Background: an optimization exercise with open tools, aiming at small area, a short achievable clock period and few clock cycles. Do not read the settings as production practice. Only simulation tests tie the RTL to the original design; equivalence was not proved. No activity file was given, so power comes from the tool's default toggle rates.

== run 1 ==
==> flow/design.v <==
module spse_enc4 (
    input  wire         clk,
    input  wire         rst_n,
    input  wire [3:0]   mv_valid,
    output wire [3:0]   mv_ready,
    input  wire [127:0] mv_steps,
    input  wire [3:0]   smp_valid,
    output wire [3:0]   smp_ready,
    input  wire [127:0] smp_ticks,
    output wire [3:0]   desc_valid,
    input  wire [3:0]   desc_ready,
    output wire [127:0] desc_data
);
    genvar g;
    generate
        for (g = 0; g < 4; g = g + 1) begin : g_unit
            spse_unit u (
                .clk(clk), .rst_n(rst_n),
                .mv_valid(mv_valid[g]), .mv_ready(mv_ready[g]),
                .mv_steps(mv_steps[g*32 +: 32]),
                .smp_valid(smp_valid[g]), .smp_ready(smp_ready[g]),
                .smp_ticks(smp_ticks[g*32 +: 32]),
                .desc_valid(desc_valid[g]), .desc_ready(desc_ready[g]),
                .desc_data(desc_data[g*32 +: 32])
            );
        end
    endgenerate
endmodule
module spse_unit (
    input  wire        clk,
    input  wire        rst_n,
    input  wire        mv_valid,
    output wire        mv_ready,
    input  wire [31:0] mv_steps,
    input  wire        smp_valid,
    output wire        smp_ready,
    input  wire [31:0] smp_ticks,
    output wire        desc_valid,
    input  wire        desc_ready,
    output wire [31:0] desc_data
);
    reg  [30:0] out;
    reg         ov;
    reg  [31:0] W;
    reg         wb, wf;
    reg  [31:0] s;
    reg         snz;           
    reg         tr, mk;
    reg         sr, mr;        
    reg         wsat, wbig;    
    reg         wlast;         
    assign desc_valid = ov;
    assign desc_data  = {1'b0, out};
    assign smp_ready  = sr;
    assign mv_ready   = mr;
    wire load = !ov || desc_ready;
    wire        t_big, t_sat;
    wire [14:0] t_L;
    spse_first u_first (.t(smp_ticks), .big(t_big), .sat(t_sat), .L(t_L));
    wire [30:0] t_first = {t_L, 1'b1, 15'd10};
    wire [14:0] w_L     = wsat ? 15'h7fff : W[14:0] - 15'd10;
    wire [30:0] w_first = {w_L, 1'b1, 15'd10};
    wire        last  = wlast;
    wire [14:0] hw    = W[15:1];
    wire [14:0] d0    = hw - 15'd16388;                      
    wire [14:0] d1    = hw - (W[0] ? 15'd16388 : 15'd16389); 
    wire [30:0] cont  = last ? {d1, 1'b0, d0} : {15'h7fff, 1'b0, 15'h7fff};
    wire take  = smp_valid && sr;
    wire mv_go = mv_valid && mr;
    wire e_w     = load && wb;
    wire e_mk    = load && !wb && mk;
    wire e_first = load && take;
    wire e_tr    = load && !wb && !mk && tr && !snz;
    reg        wb_n, wf_n, snz_n, tr_n, mk_n;
    always @(*) begin
        wb_n = wb;
        wf_n = wf;
        if (take) begin
            wb_n = load ? t_big : 1'b1;
            wf_n = !load;
        end else if (e_w) begin
            if (wf) begin
                wf_n = 1'b0;
                wb_n = wbig;
            end else if (last) begin
                wb_n = 1'b0;
            end else begin
                wb_n = W != 32'd98311;                    
            end
        end
        snz_n = snz;
        tr_n  = tr;
        mk_n  = mk;
        if (mv_go) begin
            snz_n = mv_steps != 32'd0;
            tr_n  = 1'b1;
            mk_n  = tr && !e_tr;
        end else begin
            if (take)
                snz_n = s != 32'd1;
            if (e_mk)
                mk_n = 1'b0;
            if (e_tr)
                tr_n = 1'b0;
        end
    end
    always @(posedge clk) begin
        if (!rst_n) begin
            ov <= 1'b0;
            wb <= 1'b0;
            wf <= 1'b0;
            tr <= 1'b0;
            mk <= 1'b0;
            sr <= 1'b0;
            mr <= 1'b1;
        end else begin
            if (e_w)
                out <= wf ? w_first : cont;
            else if (e_first)
                out <= t_first;
            else if (e_mk || e_tr)
                out <= 31'd0;
            if (load)
                ov <= e_w || e_mk || e_first || e_tr;
            if (take) begin
                W     <= smp_ticks;
                wsat  <= t_sat;
                wbig  <= t_big;
                wlast <= smp_ticks < 32'd98311;
            end else if (e_w && !wf && !last) begin
                W     <= W - 32'd65534;
                wlast <= W < 32'd163845;                 
            end
            if (mv_go)
                s <= mv_steps;
            else if (take)
                s <= s - 32'd1;
            wb  <= wb_n;
            wf  <= wf_n;
            snz <= snz_n;
            tr  <= tr_n;
            mk  <= mk_n;
            sr  <= !wb_n && !mk_n && tr_n && snz_n;
            mr  <= !tr_n || (!snz_n && !mk_n);
        end
    end
endmodule
module spse_first (
    input  wire [31:0] t,
    output wire        big,       
    output wire        sat,       
    output wire [14:0] L
);
    assign big = t > 32'd32777;
    assign sat = t > 32'd32776;
    assign L   = sat ? 15'h7fff : t[14:0] - 15'd10;
endmodule
Settings: LEC_CHECK=0, CAP_MARGIN=20, CORE_MARGIN=2, CORE_UTILIZATION=60, CTS_BUF_LIST=sky130_fd_sc_hd__clkbuf_16, CTS_CLUSTER_DIAMETER=80, CTS_CLUSTER_SIZE=24, SLEW_MARGIN=20, SYNTH_HIERARCHICAL=1; clock period 11.0 ns.
standard.sh (not shown) runs the stock make flow with config.mk's settings and CLKGATE_MAP_FILE= SYNTH_SCRIPT=/design/flow/synth_recipe.tcl, a recipe that flattens the netlist after the stock synthesis.
==> flow/flow/run.sh <==
#!/bin/bash
# The standard layout, with two changes to how it is made:
#  - ports are buffered with buf_1 instead of the flow's default pick
#  - timing repair aims at a setup slack margin (ns) so that the layout is
#    optimised for a shorter period than the 11 ns constraint; the margin
#    for the repair right after synthesis and the one for the later
#    repairs (after CTS and global routing) are read from flow/margins.txt
#    (the constraints themselves are unchanged)
set -euo pipefail
read -r FP_MARGIN LATE_MARGIN < flow/margins.txt
BUF="BUFFER_PORTS_ARGS=-buffer_cell sky130_fd_sc_hd__buf_1"
bash standard.sh floorplan "SETUP_SLACK_MARGIN=${FP_MARGIN}" "$BUF" > standard_make_1.log 2>&1
bash standard.sh finish "SETUP_SLACK_MARGIN=${LATE_MARGIN}" "$BUF" > standard_make_2.log 2>&1
==> flow/flow/margins.txt <==
0 7.5
Testbench counts of run 1, summed over its fixed seeds: cycles 2,549.
Input-level comparison between run 2 and run 1:
Settings: CTS_CLUSTER_SIZE now 20, was 24; CTS_CLUSTER_DIAMETER now 60, was 80.
Findings:
- In the final design statistics, run 2 uses more standard cells in total than run 1.
- Run 1 vs run 2, cell at the slowest stage of the critical path: nor4_4 vs dfxtp_1
- Lower number of antenna diodes among run 1 and run 2: run 2
- [run 2 vs run 1] worst-case setup margin in the final layout: lower in run 2
diff inputs: run 2 => run 3
Settings: a change of CTS_CLUSTER_SIZE from 20 to 24; a change of CTS_CLUSTER_DIAMETER from 60 to 80.
==> flow/flow/run.sh <==
#!/bin/bash
# The standard layout, with these changes to how it is made:
#  - synthesis leaves out the flow's Kogge-Stone carry map for adders
#    (SYNTH_OPERATIONS_ARGS replaces the default "-extra-map
#    lcu_kogge_stone.v"; -booth only affects multipliers, of which the
#    design has none), so adders keep Yosys's own smaller carry logic;
#    registers and their names are unchanged; nor does it map adders to
#    the library's half/full adder cells (ADDER_MAP_FILE empty), leaving
#    them to ABC with the rest of the logic
#  - ports are buffered with buf_1 instead of the flow's default pick
#  - timing repair aims at a setup slack margin (ns) so that the layout is
#    optimised for a shorter period than the 11 ns constraint; the margin
#    for the repair right after synthesis and the one for the later
#    repairs (after CTS and global routing) are read from flow/margins.txt
#    (the constraints themselves are unchanged)
set -euo pipefail
read -r FP_MARGIN LATE_MARGIN < flow/margins.txt
BUF="BUFFER_PORTS_ARGS=-buffer_cell sky130_fd_sc_hd__buf_1"
OPS="SYNTH_OPERATIONS_ARGS=-booth"
ADD="ADDER_MAP_FILE="
bash standard.sh floorplan "$OPS" "$ADD" "SETUP_SLACK_MARGIN=${FP_MARGIN}" "$BUF" > standard_make_1.log 2>&1
bash standard.sh finish "$OPS" "$ADD" "SETUP_SLACK_MARGIN=${LATE_MARGIN}" "$BUF" > standard_make_2.log 2>&1
Findings:
Compared with run 2, run 3 shows area fraction in and, or, nand and nor cells after synthesis lower by 0.92 points. Per the comparison of run 3 with run 2, chip height lower; via density per instance higher; worst-case headroom to the max-slew limit higher; total standard cell area after synthesis lower; post-placement cell count lower. The core of run 3 is less densely filled than that of run 2.
Changes in run 4 relative to run 3:
Settings: a change of CTS_CLUSTER_SIZE from 24 to 30; a change of CTS_CLUSTER_DIAMETER from 80 to 100.
==> flow/flow/run.sh <==
#!/bin/bash
# The standard layout, with two changes to how it is made:
#  - ports are buffered with buf_1 instead of the flow's default pick
#  - timing repair aims at a setup slack margin (ns) so that the layout is
#    optimised for a shorter period than the 11 ns constraint; the margin
#    for the repair right after synthesis and the one for the later
#    repairs (after CTS and global routing) are read from flow/margins.txt
#    (the constraints themselves are unchanged)
set -euo pipefail
read -r FP_MARGIN LATE_MARGIN < flow/margins.txt
BUF="BUFFER_PORTS_ARGS=-buffer_cell sky130_fd_sc_hd__buf_1"
bash standard.sh floorplan "SETUP_SLACK_MARGIN=${FP_MARGIN}" "$BUF" > standard_make_1.log 2>&1
bash standard.sh finish "SETUP_SLACK_MARGIN=${LATE_MARGIN}" "$BUF" > standard_make_2.log 2>&1
Findings:
- Global-route usage: run 3 vs run 4, no meaningful difference
- On run 4: fraction of area in multi-input gates is 2.9 points higher than what run 3 gave.
- Summary of run 4 over run 3: non-clock buffer count moved up, floorplan die area has increased.
Modified inputs, run 5 compared to run 4
Settings: a change of CTS_CLUSTER_SIZE from 30 to 24; a change of CTS_CLUSTER_DIAMETER from 100 to 80.
==> flow/flow/run.sh <==
#!/bin/bash
# The standard layout, with these changes to how it is made:
#  - synthesis leaves out the flow's Kogge-Stone carry map for adders
#    (SYNTH_OPERATIONS_ARGS replaces the default "-extra-map
#    lcu_kogge_stone.v"; -booth only affects multipliers, of which the
#    design has none), so adders keep Yosys's own smaller carry logic;
#    registers and their names are unchanged
#  - ports are buffered with buf_1 instead of the flow's default pick
#  - timing repair aims at a setup slack margin (ns) so that the layout is
#    optimised for a shorter period than the 11 ns constraint; the margin
#    for the repair right after synthesis and the one for the later
#    repairs (after CTS and global routing) are read from flow/margins.txt
#    (the constraints themselves are unchanged)
set -euo pipefail
read -r FP_MARGIN LATE_MARGIN < flow/margins.txt
BUF="BUFFER_PORTS_ARGS=-buffer_cell sky130_fd_sc_hd__buf_1"
OPS="SYNTH_OPERATIONS_ARGS=-booth"
bash standard.sh floorplan "$OPS" "SETUP_SLACK_MARGIN=${FP_MARGIN}" "$BUF" > standard_make_1.log 2>&1
bash standard.sh finish "$OPS" "SETUP_SLACK_MARGIN=${LATE_MARGIN}" "$BUF" > standard_make_2.log 2>&1
Comparing sum of internal, switching and leakage power for run 5 and run 4, the bigger number came from run 5. Relative to run 4, adder-cell area share of the yosys netlist has increased by 9.7 points in run 5. Share of the clock period used by the worst path (run 5 over run 4): increase, 0.92 points. Proportion of layout cells with a drive suffix above 1 is lower on run 4. Clock network fraction of total power (lower): run 4.

==> re-timing with driven ports <==
How much do the figures lean on ideal ports? The routed layouts below were timed once more, with nothing changed but the port constraints. Step 1 assumes that a clkbuf_16 drives the clock port and a buf_2 every other input. Step 2, shift: input delay + t, output delay - t, t = (earliest + latest rising clock arrival at the registers) / 2. This alone moves slack from input paths to output paths. Slacks: no drivers / after step 1 / after step 2; pairs: no drivers / after step 1.
| run | shift t [ns] | setup WS [ns] | worst setup path after step 2 | latest minus earliest clock arrival (ns) | worst register clock-pin slew, ns |
|---|---|---|---|---|---|
| run 1 | 0.663 | 7.527 / 7.484 / 6.893 | input to register | 0.042 / 0.043 | 0.10 / 0.10 |
| run 2 | 0.639 | 7.494 / 7.431 / 6.904 | input to register | 0.034 / 0.035 | 0.09 / 0.09 |
| run 3 | 0.649 | 7.553 / 7.504 / 6.939 | input to register | 0.036 / 0.035 | 0.10 / 0.10 |
| run 4 | 0.611 | 7.509 / 7.512 / 6.929 | input to register | 0.025 / 0.025 | 0.12 / 0.12 |
| run 5 | 0.668 | 7.408 / 7.413 / 6.745 | input to register | 0.027 / 0.028 | 0.10 / 0.10 |
After both steps setup and hold are still met in every run listed. For run 5, which loses most, drivers alone change the setup slack by +0.005 ns; drivers and shift together by -0.663 ns.
